Context: an optimization exercise on an open-source flow, tuned for small area, a short achievable clock period and few clock cycles per item. The choices shown serve that exercise and are no tape-out recipe. Function was checked by simulation only, so behaviour that the tests miss may differ from the original. The clock port is modelled as an ideal driver, which makes a skipped or thinned clock tree look cheaper than it is; a real chip needs a root buffer or a tree. Power is estimated from default activity; no workload was simulated.

==> flow/design.v <==
module ptc_builder (
    input  wire        clk,
    input  wire        rst,
    input  wire        start,
    output wire        start_ready,
    input  wire [7:0]  cfg_dtype,
    input  wire [31:0] cfg_total,
    input  wire [15:0] cfg_cyl,
    input  wire [7:0]  cfg_heads,
    input  wire [7:0]  cfg_sect,
    input  wire [7:0]  cfg_ilv,
    input  wire [31:0] cfg_nfull,
    output wire [7:0]  rsvd_addr,
    input  wire [7:0]  rsvd_data,
    output wire        out_valid,
    input  wire        out_ready,
    output wire [7:0]  out_data,
    output wire        res_valid,
    output wire        res_refused,
    output wire        res_warn
);
    reg        scan;         
    reg        srdy;         
    reg        pend;         
    reg        act;          
    reg        ov;           
    reg        lastb;        
    reg        rv;           
    reg        rref;         
    reg        rwarn;        
    reg  [7:0] od;           
    reg  [8:0] p;            
    reg [15:0] romx;         
    reg  [7:0] dtype;
    reg [23:0] total;
    reg [15:0] cyl;
    reg  [7:0] heads;
    reg  [7:0] sect;
    reg  [7:0] ilv;
    reg  [3:0] n4;           
    reg        nhi;          
    reg        nmid;         
    reg        wtop;         
    assign start_ready = srdy;
    assign out_valid   = ov;
    assign out_data    = od;
    assign res_valid   = rv;
    assign res_refused = rref;
    assign res_warn    = rwarn;
    wire [8:0] laddr = {p[1], p[8:2], p[0]};
    wire [7:0] off   = laddr[7:0];
    assign rsvd_addr = off;
    wire big  = nhi | nmid;                  
    wire nz   = big | (n4 != 4'd0);          
    wire warn = wtop | nhi | (total[15:0] != 16'd0) | (total[19:16] != n4);
    wire rsvd_off = (off == 8'h08) | (off == 8'h0F) | (off == 8'h10) | (off >= 8'h15);
    wire [3:0] nm1 = n4 - 4'd1;
    wire [7:0] kx0 = big ? 8'hA0
                   : {4'h5, n4[0] ? n4 : {~n4[2] & ~n4[1], ~n4[1], 2'b10}};
    wire [7:0] kx1 = big ? 8'hB9
                   : {1'b0, ~(n4 == 4'd1 || n4 == 4'd3), 2'b00, nm1 ^ 4'h6};
    wire [15:0] kx = {kx1, kx0};
    wire [7:0] cks0 = romx[7:0]  ^ kx[7:0]  ^ dtype ^ total[15:8] ^ cyl[15:8] ^ sect;
    wire [7:0] cks1 = romx[15:8] ^ kx[15:8] ^ total[7:0] ^ total[23:16] ^ cyl[7:0]
                    ^ heads ^ ilv;
    wire [3:0] ei = laddr[7:4];              
    wire [3:0] eb = laddr[3:0];              
    wire i_lt = big | (ei < n4);             
    wire i_eq = ~big & (ei == n4);           
    wire i_le = i_lt | i_eq;
    wire [3:0] eim1 = ei - 4'd1;
    wire [3:0] eip1 = ei + 4'd1;
    reg [7:0] hbyte, ebyte;
    always @(*) begin
        case (off)
            8'h00, 8'h01: hbyte = 8'hAE;
            8'h02:        hbyte = cks0;
            8'h03:        hbyte = cks1;
            8'h04:        hbyte = dtype;
            8'h05:        hbyte = total[7:0];
            8'h06:        hbyte = total[15:8];
            8'h07:        hbyte = total[23:16];
            8'h09:        hbyte = cyl[7:0];
            8'h0A:        hbyte = cyl[15:8];
            8'h0B:        hbyte = heads;
            8'h0C:        hbyte = sect;
            8'h0D:        hbyte = ilv;
            8'h11, 8'h12, 8'h13, 8'h14: hbyte = 8'hFF;
            default:      hbyte = 8'h00;
        endcase
        case (eb)
            4'd0: ebyte = !i_le ? 8'h00 : (ei == 4'd0) ? 8'h01 : (ei == 4'd1) ? 8'h00
                        : {4'hF, 4'd1 - ei};                
            4'd1: ebyte = (i_le && ei >= 4'd2) ? 8'hFF : 8'h00;
            4'd2: ebyte = !i_le ? {4'd0, n4} : (ei == 4'd0) ? 8'h00 : (ei == 4'd1) ? 8'h01
                        : {4'd0, eim1};
            4'd3: ebyte = i_lt ? 8'hFF : i_eq ? {4'd0, nm1} : 8'h00;
            4'd4: ebyte = i_lt ? 8'hFF : 8'h00;
            4'd5: ebyte = (ei < 4'd4 && (ei == 4'd0 || i_lt)) ? 8'h40 : 8'h00;
            4'd6: ebyte = 8'hC1;
            4'd7: ebyte = 8'hC5;
            4'd8: ebyte = (ei < 4'd9) ? {4'hB, eip1} : 8'hB1;
            4'd9: ebyte = (ei < 4'd9) ? 8'hA0 : {4'hB, ei - 4'd9};
            default: ebyte = 8'hA0;
        endcase
    end
    wire       use_rom = ~laddr[8] & rsvd_off;
    wire [7:0] lbyte   = laddr[8] ? ebyte : hbyte;
    wire [7:0] nbyte   = use_rom ? rsvd_data : lbyte;
    wire idle_out = ~act & ~ov;
    wire begin_b  = pend & nz & idle_out;    
    wire refuse   = pend & ~nz & idle_out;   
    wire load     = (act & (~ov | out_ready)) | begin_b;
    wire plast    = (p == 9'd511);
    wire take     = start & srdy;
    wire pend_n = take | (pend & ~begin_b & ~refuse);
    wire act_n  = load ? ~plast : act;
    always @(posedge clk) begin
        if (rst) begin
            scan  <= 1'b1;
            srdy  <= 1'b0;
            pend  <= 1'b0;
            act   <= 1'b0;
            ov    <= 1'b0;
            rv    <= 1'b0;
            p     <= 9'd0;
            romx  <= 16'd0;
        end else begin
            rv   <= (ov & out_ready & lastb) | refuse;
            pend <= pend_n;
            act  <= act_n;
            srdy <= ~scan & ~pend_n & ~act_n;
            if (scan) begin
                if (rsvd_off) begin
                    if (p[0]) romx[15:8] <= romx[15:8] ^ rsvd_data;
                    else      romx[7:0]  <= romx[7:0]  ^ rsvd_data;
                end
                p <= p + {7'd0, p[0], 1'b1};
                if (off == 8'hFF) scan <= 1'b0;
            end else if (load) begin
                p <= p + 9'd1;
            end
            if (load)
                ov <= 1'b1;
            else if (out_ready)
                ov <= 1'b0;
        end
    end
    always @(posedge clk) begin
        if (load) begin
            od    <= nbyte;
            lastb <= plast;
        end
        if (srdy) begin
            dtype <= cfg_dtype;
            total <= cfg_total[23:0];
            cyl   <= cfg_cyl;
            heads <= cfg_heads;
            sect  <= cfg_sect;
            ilv   <= cfg_ilv;
            n4    <= cfg_nfull[3:0];
            nhi   <= (cfg_nfull[31:16] != 16'd0);
            nmid  <= (cfg_nfull[15:4] != 12'd0);
            wtop  <= (cfg_total[31:20] != cfg_nfull[15:4]);
        end else if (!(pend && ov)) begin
            rref  <= ~nz;
            rwarn <= warn;
        end
    end
endmodule
==> flow/config.mk <==
export PLATFORM = sky130hd
export DESIGN_NAME = ptc_builder
export DESIGN_NICKNAME = ptc_builder
export VERILOG_FILES = /design/flow/design.v
export SDC_FILE = /design/flow/constraint.sdc
export NUM_CORES = 4
export LEC_CHECK = 0
export CAP_MARGIN = 20
export CORE_MARGIN = 2
export CORE_UTILIZATION = 40
export PLACE_DENSITY = 0.6
export SLEW_MARGIN = 65
==> flow/constraint.sdc <==
create_clock -name core_clock -period 10.0 [get_ports {clk}]
set_input_delay 2.0000 -clock core_clock [delete_from_list [all_inputs] [get_ports {clk}]]
set_output_delay 2.0000 -clock core_clock [all_outputs]
set_load 0.01 [all_outputs]
standard.sh (not shown) runs the stock make flow with config.mk's settings and CLKGATE_MAP_FILE= SYNTH_SCRIPT=/design/flow/synth_recipe.tcl, a recipe that flattens the netlist after the stock synthesis.
==> flow/flow/run.sh <==
#!/bin/bash
# The standard layout (the standard.sh: its synthesis and every step
# unchanged), with two changes:
# * the port buffers that global placement inserts on every input and
#   output are sky130_fd_sc_hd__buf_1 cells instead of the slow delay
#   buffer (clkdlybuf4s50_1) buffer_ports picks by itself;
# * the clock tree is one level (clock_tree.tcl, sourced by ORFS's cts.tcl
#   in place of TritonCTS): 4 clkbuf_16, each driving a cluster of nearby
#   flip-flops (balanced k-means).
# Each tool's full log is in orfs/logs/; make's own output in make_finish.log.
set -euo pipefail
here=$(cd "$(dirname "$0")" && pwd)
bash standard.sh "BUFFER_PORTS_ARGS=-buffer_cell sky130_fd_sc_hd__buf_1" \
  "PRE_CTS_TCL=$here/clock_tree.tcl" finish > make_finish.log 2>&1
Other scripts of this flow, unchanged in this note and not shown: flow/flow/clock_tree.tcl
Testbench counts at the start, summed over its fixed seeds: cycles 100,560, builds 192.
Change:
CORE_UTILIZATION = 50   (was 40)
PLACE_DENSITY = 0.65   (was 0.6)
Result: Clock power hardly moves; total power came out lower slightly; worst hold slack got worse by 0.0031 ns; design area came out lower slightly; first-iteration DRC count came out higher by roughly a tenth; via count came out higher by a few percent; flip-flop and latch count is unchanged; clock skew came out higher by 0.0071 ns; setup slack got worse by 0.024 ns; final cell count came out lower by a few percent.
Change:
CORE_UTILIZATION = 55   (was 50)
PLACE_DENSITY = 0.7   (was 0.65)
Routed wire length came out lower by 3.5%.
Final area stays flat.
Total power came out lower by 0.45%.
Final cell count came out lower by 0.73%.
Die area came out lower by 8.8%.
Global-route usage came out higher by 1.1 points.
Synthesized cell count is unchanged.
In every run of this note, the design's own scripts or RTL, not TritonCTS, make the clock network.


// ptc_builder: RTL as listed in full above, without the edits since
export LEC_CHECK = 0
export CAP_MARGIN = 20
export CORE_MARGIN = 2
export CORE_UTILIZATION = 40
export PLACE_DENSITY = 0.6
export SLEW_MARGIN = 50
create_clock -name core_clock -period 10.0 [get_ports {clk}]
==> flow/flow/run.sh <==
#!/bin/bash
# The standard layout (the standard.sh, unchanged synthesis and steps),
# with one change: the port buffers that global placement inserts on every
# input and output are sky130_fd_sc_hd__buf_1 cells instead of the cell
# buffer_ports picks by itself (clkdlybuf4s50_1, a slow delay buffer).
set -euo pipefail
bash standard.sh "BUFFER_PORTS_ARGS=-buffer_cell sky130_fd_sc_hd__buf_1" finish > make_finish.log 2>&1
Testbench counts at the start, summed over its fixed seeds: cycles 100,560, builds 192.
Rerun with:
Settings changed: SLEW_MARGIN 50 to 65.
Total power falls by a few percent.
Die area does not change.
Wire length rises slightly.
Worst setup slack improved by 0.052 ns.
Rerun with:
Settings changed: CAP_MARGIN 20 to 50.
Hold slack does not change.
Total power is unchanged.
Routed wire length does not change.
Sequential share of layout area stays the same.
Utilization does not change.
Final area does not change.
Rerun with:
Settings changed: CAP_MARGIN 50 to 20, SLEW_MARGIN 65 to 75.
What happened: Wire length is about the same. Sequential power is about the same. Global-route usage shrinks by 0.22 points. Combinational power rose by a few percent. Hold slack stays flat. Core utilization rises by 1.8 points.


RTL: the design.v shown in full above, as it stands there.
Settings: LEC_CHECK=0, CAP_MARGIN=20, CORE_MARGIN=2, CORE_UTILIZATION=55, PLACE_DENSITY=0.7, SLEW_MARGIN=50; clock period 10.0 ns.
==> flow/flow/run.sh <==
#!/bin/bash
set -euo pipefail
here=$(cd "$(dirname "$0")" && pwd)
bufs="BUFFER_PORTS_ARGS=-buffer_cell sky130_fd_sc_hd__buf_1"
res=orfs/results/sky130hd/ptc_builder/base
bash standard.sh "$bufs" "PRE_CTS_TCL=$here/clock_tree.tcl" finish > make_finish.log 2>&1
PLATFORM_DIR="$FLOW_HOME/platforms/sky130hd" RES="$res" \
  openroad -no_init -exit "$here/clock_slew.tcl" > clock_slew.log 2>&1
slew=$(awk '/^CLKSLEW_PS/ {print $2}' clock_slew.log)
echo "one-level clock tree: clock-pin slew ${slew:-unknown} ps"
if [[ -z "$slew" ]] || awk -v s="$slew" 'BEGIN { exit !(s > 120) }'; then
  echo "redoing the layout from placement with ORFS's clock tree"
  cp -r orfs/logs logs_onelevel
  bash standard.sh "$bufs" clean_cts clean_route clean_finish > make_clean.log 2>&1
  bash standard.sh "$bufs" finish > make_finish_tritoncts.log 2>&1
fi
==> flow/flow/clock_tree.tcl <==
# Sourced by ORFS's cts.tcl (as PRE_CTS_TCL) in place of TritonCTS: a
# one-level clock tree. The flip-flops are split into 4 clusters by
# location (balanced k-means: at most ceil(n / 4) flip-flops each), each
# driven by one clkbuf_16 placed at the cluster's centre; the clock port
# drives the 4 buffers. Every flip-flop sees one buffer of the same kind,
# so the clock arrives at all of them at nearly the same time (a skew of
# a few tens of ps, from wire lengths only). k-means runs from three
# seedings (along x, along y, along the diagonal); the tree with the
# smallest clock-pin slew, as placement-based parasitics estimate it, is
# kept.

proc ct_kmeans {sinks K seedidx} {
  set n [llength $sinks]
  set sorted [lsort -real -index $seedidx $sinks]
  set cent {}
  for {set k 0} {$k < $K} {incr k} {
    set s [lindex $sorted [expr {int(($k + 0.5) * $n / $K)}]]
    lappend cent [list [lindex $s 1] [lindex $s 2]]
  }
  set cap [expr {($n + $K - 1) / $K}]
  set asg {}
  for {set iter 0} {$iter < 30} {incr iter} {
    set pairs {}
    set i 0
    foreach s $sinks {
      for {set k 0} {$k < $K} {incr k} {
        set c [lindex $cent $k]
        lappend pairs [list [expr {abs([lindex $s 1] - [lindex $c 0]) + abs([lindex $s 2] - [lindex $c 1])}] $i $k]
      }
      incr i
    }
    set asg [lrepeat $n -1]
    set used [lrepeat $K 0]
    foreach pr [lsort -real -index 0 $pairs] {
      lassign $pr d i k
      if {[lindex $asg $i] >= 0 || [lindex $used $k] >= $cap} { continue }
      lset asg $i $k
      lset used $k [expr {[lindex $used $k] + 1}]
    }
    set nc {}
    for {set k 0} {$k < $K} {incr k} {
      set sx 0; set sy 0; set m 0
      foreach s $sinks a $asg {
        if {$a == $k} { set sx [expr {$sx + [lindex $s 1]}]; set sy [expr {$sy + [lindex $s 2]}]; incr m }
      }
      if {$m > 0} { lappend nc [list [expr {$sx / $m}] [expr {$sy / $m}]] } else { lappend nc [lindex $cent $k] }
    }
    set cent $nc
  }
  # heaviest cluster: 2 um of wire per pin-equivalent, per cluster
  set worst 0
  for {set k 0} {$k < $K} {incr k} {
    set x0 1e18; set x1 -1e18; set y0 1e18; set y1 -1e18; set m 0
    foreach s $sinks a $asg {
      if {$a != $k} { continue }
      incr m
      set x [lindex $s 1]; set y [lindex $s 2]
      if {$x < $x0} { set x0 $x }; if {$x > $x1} { set x1 $x }
      if {$y < $y0} { set y0 $y }; if {$y > $y1} { set y1 $y }
    }
    if {$m == 0} { continue }
    set load [expr {$m * 2000.0 + ($x1 - $x0) + ($y1 - $y0)}]
    if {$load > $worst} { set worst $load }
  }
  return [list $worst $asg $cent]
}

proc ct_build {sinks K asg cent clknet} {
  set db [ord::get_db]
  set block [ord::get_db_block]
  set master [$db findMaster sky130_fd_sc_hd__clkbuf_16]
  for {set k 0} {$k < $K} {incr k} {
    set inst [odb::dbInst_create $block $master "clkbuf_leaf_$k"]
    set net [odb::dbNet_create $block "clknet_leaf_$k"]
    $net setSigType CLOCK
    [$inst findITerm A] connect $clknet
    [$inst findITerm X] connect $net
    set c [lindex $cent $k]
    $inst setLocation [expr {int([lindex $c 0])}] [expr {int([lindex $c 1])}]
    $inst setPlacementStatus PLACED
    set cnt 0
    foreach s $sinks a $asg {
      if {$a == $k} { set it [lindex $s 0]; $it disconnect; $it connect $net; incr cnt }
    }
    puts "clock_tree: buffer $k drives $cnt sinks, at $c"
  }
}

proc ct_unbuild {sinks K clknet} {
  set block [ord::get_db_block]
  foreach s $sinks { set it [lindex $s 0]; $it disconnect; $it connect $clknet }
  for {set k 0} {$k < $K} {incr k} {
    odb::dbInst_destroy [$block findInst "clkbuf_leaf_$k"]
    odb::dbNet_destroy [$block findNet "clknet_leaf_$k"]
  }
}

proc ct_slew {} {
  set_propagated_clock [all_clocks]
  estimate_parasitics -placement
  set worst 0
  foreach pin [all_registers -clock_pins -edge_triggered] {
    foreach v [list [get_property $pin slew_max_rise] [get_property $pin slew_max_fall]] {
      if {$v > $worst} { set worst $v }
    }
  }
  return $worst
}

proc clock_tree_synthesis {args} {
  set K 4
  set block [ord::get_db_block]
  set clknet [[$block findBTerm clk] getNet]
  set sinks {}
  foreach it [$clknet getITerms] {
    set box [[$it getInst] getBBox]
    set x [expr {([$box xMin] + [$box xMax]) / 2.0}]
    set y [expr {([$box yMin] + [$box yMax]) / 2.0}]
    lappend sinks [list $it $x $y [expr {$x + $y}]]
  }
  puts "clock_tree: [llength $sinks] sinks, $K buffers"
  # try each seeding, keep the one with the smallest estimated clock slew
  set best {}
  foreach seedidx {1 2 3} {
    lassign [ct_kmeans $sinks $K $seedidx] load asg cent
    ct_build $sinks $K $asg $cent $clknet
    set slew [ct_slew]
    ct_unbuild $sinks $K $clknet
    puts "clock_tree: seeding $seedidx, estimated clock slew $slew"
    if {$best eq {} || $slew < [lindex $best 0]} { set best [list $slew $asg $cent] }
  }
  lassign $best slew asg cent
  ct_build $sinks $K $asg $cent $clknet
  puts "clock_tree: built, estimated clock slew [ct_slew]"
}
Other scripts of this flow, unchanged in this note and not shown: flow/flow/clock_slew.tcl
The starting point completed without violations.
Testbench counts at the start, summed over its fixed seeds: cycles 100,560, builds 192.
Change:
--- a/flow/config.mk
+++ b/flow/config.mk
@@ -11,2 +11,2 @@
 export PLACE_DENSITY = 0.7
-export SLEW_MARGIN = 50
+export SLEW_MARGIN = 80
Final area is higher by a little under a tenth.
Wire length came out higher by a few percent.
Global-route usage climbs by 0.96 points.
Area after synthesis is unchanged.
Change:
--- a/flow/flow/run.sh
+++ b/flow/flow/run.sh
@@ -10,3 +10,3 @@
 echo "one-level clock tree: clock-pin slew ${slew:-unknown} ps"
-if [[ -z "$slew" ]] || awk -v s="$slew" 'BEGIN { exit !(s > 120) }'; then
+if [[ -z "$slew" ]] || awk -v s="$slew" 'BEGIN { exit !(s > 117) }'; then
   echo "redoing the layout from placement with ORFS's clock tree"
--- a/flow/flow/clock_tree.tcl
+++ b/flow/flow/clock_tree.tcl
@@ -7,5 +7,4 @@
 # a few tens of ps, from wire lengths only). k-means runs from three
-# seedings (along x, along y, along the diagonal); the tree with the
-# smallest clock-pin slew, as placement-based parasitics estimate it, is
-# kept.
+# seedings (along x, along y, along the diagonal); the one whose heaviest
+# cluster (pins plus half-perimeter of its box) is lightest is kept.
 
@@ -67,5 +66,22 @@
 
-proc ct_build {sinks K asg cent clknet} {
+proc clock_tree_synthesis {args} {
+  set K 4
   set db [ord::get_db]
   set block [ord::get_db_block]
+  set clknet [[$block findBTerm clk] getNet]
+  set sinks {}
+  foreach it [$clknet getITerms] {
+    set box [[$it getInst] getBBox]
+    set x [expr {([$box xMin] + [$box xMax]) / 2.0}]
+    set y [expr {([$box yMin] + [$box yMax]) / 2.0}]
+    lappend sinks [list $it $x $y [expr {$x + $y}]]
+  }
+  puts "clock_tree: [llength $sinks] sinks, $K buffers"
+  set best {}
+  foreach seedidx {1 2 3} {
+    set r [ct_kmeans $sinks $K $seedidx]
+    puts "clock_tree: seeding $seedidx, heaviest cluster [lindex $r 0]"
+    if {$best eq {} || [lindex $r 0] < [lindex $best 0]} { set best $r }
+  }
+  lassign $best worst asg cent
   set master [$db findMaster sky130_fd_sc_hd__clkbuf_16]
@@ -87,49 +103 @@
 }
-
-proc ct_unbuild {sinks K clknet} {
-  set block [ord::get_db_block]
-  foreach s $sinks { set it [lindex $s 0]; $it disconnect; $it connect $clknet }
-  for {set k 0} {$k < $K} {incr k} {
-    odb::dbInst_destroy [$block findInst "clkbuf_leaf_$k"]
-    odb::dbNet_destroy [$block findNet "clknet_leaf_$k"]
-  }
-}
-
-proc ct_slew {} {
-  set_propagated_clock [all_clocks]
-  estimate_parasitics -placement
-  set worst 0
-  foreach pin [all_registers -clock_pins -edge_triggered] {
-    foreach v [list [get_property $pin slew_max_rise] [get_property $pin slew_max_fall]] {
-      if {$v > $worst} { set worst $v }
-    }
-  }
-  return $worst
-}
-
-proc clock_tree_synthesis {args} {
-  set K 4
-  set block [ord::get_db_block]
-  set clknet [[$block findBTerm clk] getNet]
-  set sinks {}
-  foreach it [$clknet getITerms] {
-    set box [[$it getInst] getBBox]
-    set x [expr {([$box xMin] + [$box xMax]) / 2.0}]
-    set y [expr {([$box yMin] + [$box yMax]) / 2.0}]
-    lappend sinks [list $it $x $y [expr {$x + $y}]]
-  }
-  puts "clock_tree: [llength $sinks] sinks, $K buffers"
-  # try each seeding, keep the one with the smallest estimated clock slew
-  set best {}
-  foreach seedidx {1 2 3} {
-    lassign [ct_kmeans $sinks $K $seedidx] load asg cent
-    ct_build $sinks $K $asg $cent $clknet
-    set slew [ct_slew]
-    ct_unbuild $sinks $K $clknet
-    puts "clock_tree: seeding $seedidx, estimated clock slew $slew"
-    if {$best eq {} || $slew < [lindex $best 0]} { set best [list $slew $asg $cent] }
-  }
-  lassign $best slew asg cent
-  ct_build $sinks $K $asg $cent $clknet
-  puts "clock_tree: built, estimated clock slew [ct_slew]"
-}
--- a/flow/config.mk
+++ b/flow/config.mk
@@ -11,2 +11,2 @@
 export PLACE_DENSITY = 0.7
-export SLEW_MARGIN = 80
+export SLEW_MARGIN = 65
=> Sequential power stays flat. Maximum frequency goes down by 7.8%. Wire length goes up by about 0.33%. Core utilization goes down by 1.0 points. Cell area goes down by about 1.5%. Critical path depth does not change. Setup slack degrades by 0.26 ns.
Change:
--- a/flow/flow/run.sh
+++ b/flow/flow/run.sh
@@ -10,3 +10,3 @@
 echo "one-level clock tree: clock-pin slew ${slew:-unknown} ps"
-if [[ -z "$slew" ]] || awk -v s="$slew" 'BEGIN { exit !(s > 117) }'; then
+if [[ -z "$slew" ]] || awk -v s="$slew" 'BEGIN { exit !(s > 120) }'; then
   echo "redoing the layout from placement with ORFS's clock tree"
--- a/flow/flow/clock_tree.tcl
+++ b/flow/flow/clock_tree.tcl
@@ -7,4 +7,5 @@
 # a few tens of ps, from wire lengths only). k-means runs from three
-# seedings (along x, along y, along the diagonal); the one whose heaviest
-# cluster (pins plus half-perimeter of its box) is lightest is kept.
+# seedings (along x, along y, along the diagonal); the tree with the
+# smallest clock-pin slew, as placement-based parasitics estimate it, is
+# kept.
 
@@ -66,22 +67,5 @@
 
-proc clock_tree_synthesis {args} {
-  set K 4
+proc ct_build {sinks K asg cent clknet} {
   set db [ord::get_db]
   set block [ord::get_db_block]
-  set clknet [[$block findBTerm clk] getNet]
-  set sinks {}
-  foreach it [$clknet getITerms] {
-    set box [[$it getInst] getBBox]
-    set x [expr {([$box xMin] + [$box xMax]) / 2.0}]
-    set y [expr {([$box yMin] + [$box yMax]) / 2.0}]
-    lappend sinks [list $it $x $y [expr {$x + $y}]]
-  }
-  puts "clock_tree: [llength $sinks] sinks, $K buffers"
-  set best {}
-  foreach seedidx {1 2 3} {
-    set r [ct_kmeans $sinks $K $seedidx]
-    puts "clock_tree: seeding $seedidx, heaviest cluster [lindex $r 0]"
-    if {$best eq {} || [lindex $r 0] < [lindex $best 0]} { set best $r }
-  }
-  lassign $best worst asg cent
   set master [$db findMaster sky130_fd_sc_hd__clkbuf_16]
@@ -103 +87,49 @@
 }
+
+proc ct_unbuild {sinks K clknet} {
+  set block [ord::get_db_block]
+  foreach s $sinks { set it [lindex $s 0]; $it disconnect; $it connect $clknet }
+  for {set k 0} {$k < $K} {incr k} {
+    odb::dbInst_destroy [$block findInst "clkbuf_leaf_$k"]
+    odb::dbNet_destroy [$block findNet "clknet_leaf_$k"]
+  }
+}
+
+proc ct_slew {} {
+  set_propagated_clock [all_clocks]
+  estimate_parasitics -placement
+  set worst 0
+  foreach pin [all_registers -clock_pins -edge_triggered] {
+    foreach v [list [get_property $pin slew_max_rise] [get_property $pin slew_max_fall]] {
+      if {$v > $worst} { set worst $v }
+    }
+  }
+  return $worst
+}
+
+proc clock_tree_synthesis {args} {
+  set K 4
+  set block [ord::get_db_block]
+  set clknet [[$block findBTerm clk] getNet]
+  set sinks {}
+  foreach it [$clknet getITerms] {
+    set box [[$it getInst] getBBox]
+    set x [expr {([$box xMin] + [$box xMax]) / 2.0}]
+    set y [expr {([$box yMin] + [$box yMax]) / 2.0}]
+    lappend sinks [list $it $x $y [expr {$x + $y}]]
+  }
+  puts "clock_tree: [llength $sinks] sinks, $K buffers"
+  # try each seeding, keep the one with the smallest estimated clock slew
+  set best {}
+  foreach seedidx {1 2 3} {
+    lassign [ct_kmeans $sinks $K $seedidx] load asg cent
+    ct_build $sinks $K $asg $cent $clknet
+    set slew [ct_slew]
+    ct_unbuild $sinks $K $clknet
+    puts "clock_tree: seeding $seedidx, estimated clock slew $slew"
+    if {$best eq {} || $slew < [lindex $best 0]} { set best [list $slew $asg $cent] }
+  }
+  lassign $best slew asg cent
+  ct_build $sinks $K $asg $cent $clknet
+  puts "clock_tree: built, estimated clock slew [ct_slew]"
+}
--- a/flow/config.mk
+++ b/flow/config.mk
@@ -10,2 +10,3 @@
 export CORE_UTILIZATION = 55
+export GPL_TIMING_DRIVEN = 0
 export PLACE_DENSITY = 0.7
=>
- The new run passed the timing, DRC and antenna checks
- worst setup slack loses 0.046 ns
- clock skew grows by 0.0074 ns
- final cell count grows by 0.51%
- area after synthesis stays the same
- flip-flop and latch count is unchanged
- design area shrinks by 3.3%
- via count grows by 0.48%
- die area stays the same
- total power shrinks by 29%
- utilization shrinks by 2.2 points
In the first, second and fourth runs of this note the design's own scripts or RTL, not TritonCTS, make the clock network.

## static timing again, ports no longer ideal
Ports are ideal in the flow. The routed layouts listed here were re-timed in OpenROAD. Step 1 assumes that a clkbuf_16 drives the clock port and a buf_2 every other input. Step 2 times the ports against the registers' clock, not the clock port: input delays grow and output delays shrink by t, the midpoint of the rising clock arrivals with the driver on. a / b / c = ideal / step 1 / step 2; a / b = the first two.
run	shift t [ns]	setup slack, ns	latest minus earliest clock arrival (ns)
the first run of note 1	0.261	6.767 / 6.832 / 6.571	0.009 / 0.009
the second run of note 1	0.257	6.743 / 6.799 / 6.548	0.016 / 0.016
the third run of note 1	0.253	6.774 / 6.810 / 6.585	0.019 / 0.018
the first run of note 2	0.463	6.679 / 6.638 / 6.331	0.011 / 0.011
the second run of note 2	0.462	6.731 / 6.689 / 6.546	0.009 / 0.008
the third run of note 2	0.462	6.731 / 6.689 / 6.546	0.009 / 0.008
the fourth run of note 2	0.459	6.687 / 6.646 / 6.628	0.016 / 0.017
the first run of note 3	0.259	6.549 / 6.618 / 6.359	0.009 / 0.009
the second run of note 3	0.252	6.922 / 6.834 / 6.800	0.012 / 0.012
the third run of note 3	0.470	6.662 / 6.617 / 6.575	0.007 / 0.007
the fourth run of note 3	0.261	6.616 / 6.604 / 6.612	0.018 / 0.019
After both steps every run listed still meets setup and hold. The setup slack of the first run of note 2, which loses most, moves by -0.041 ns with the drivers and by -0.348 ns with both steps.
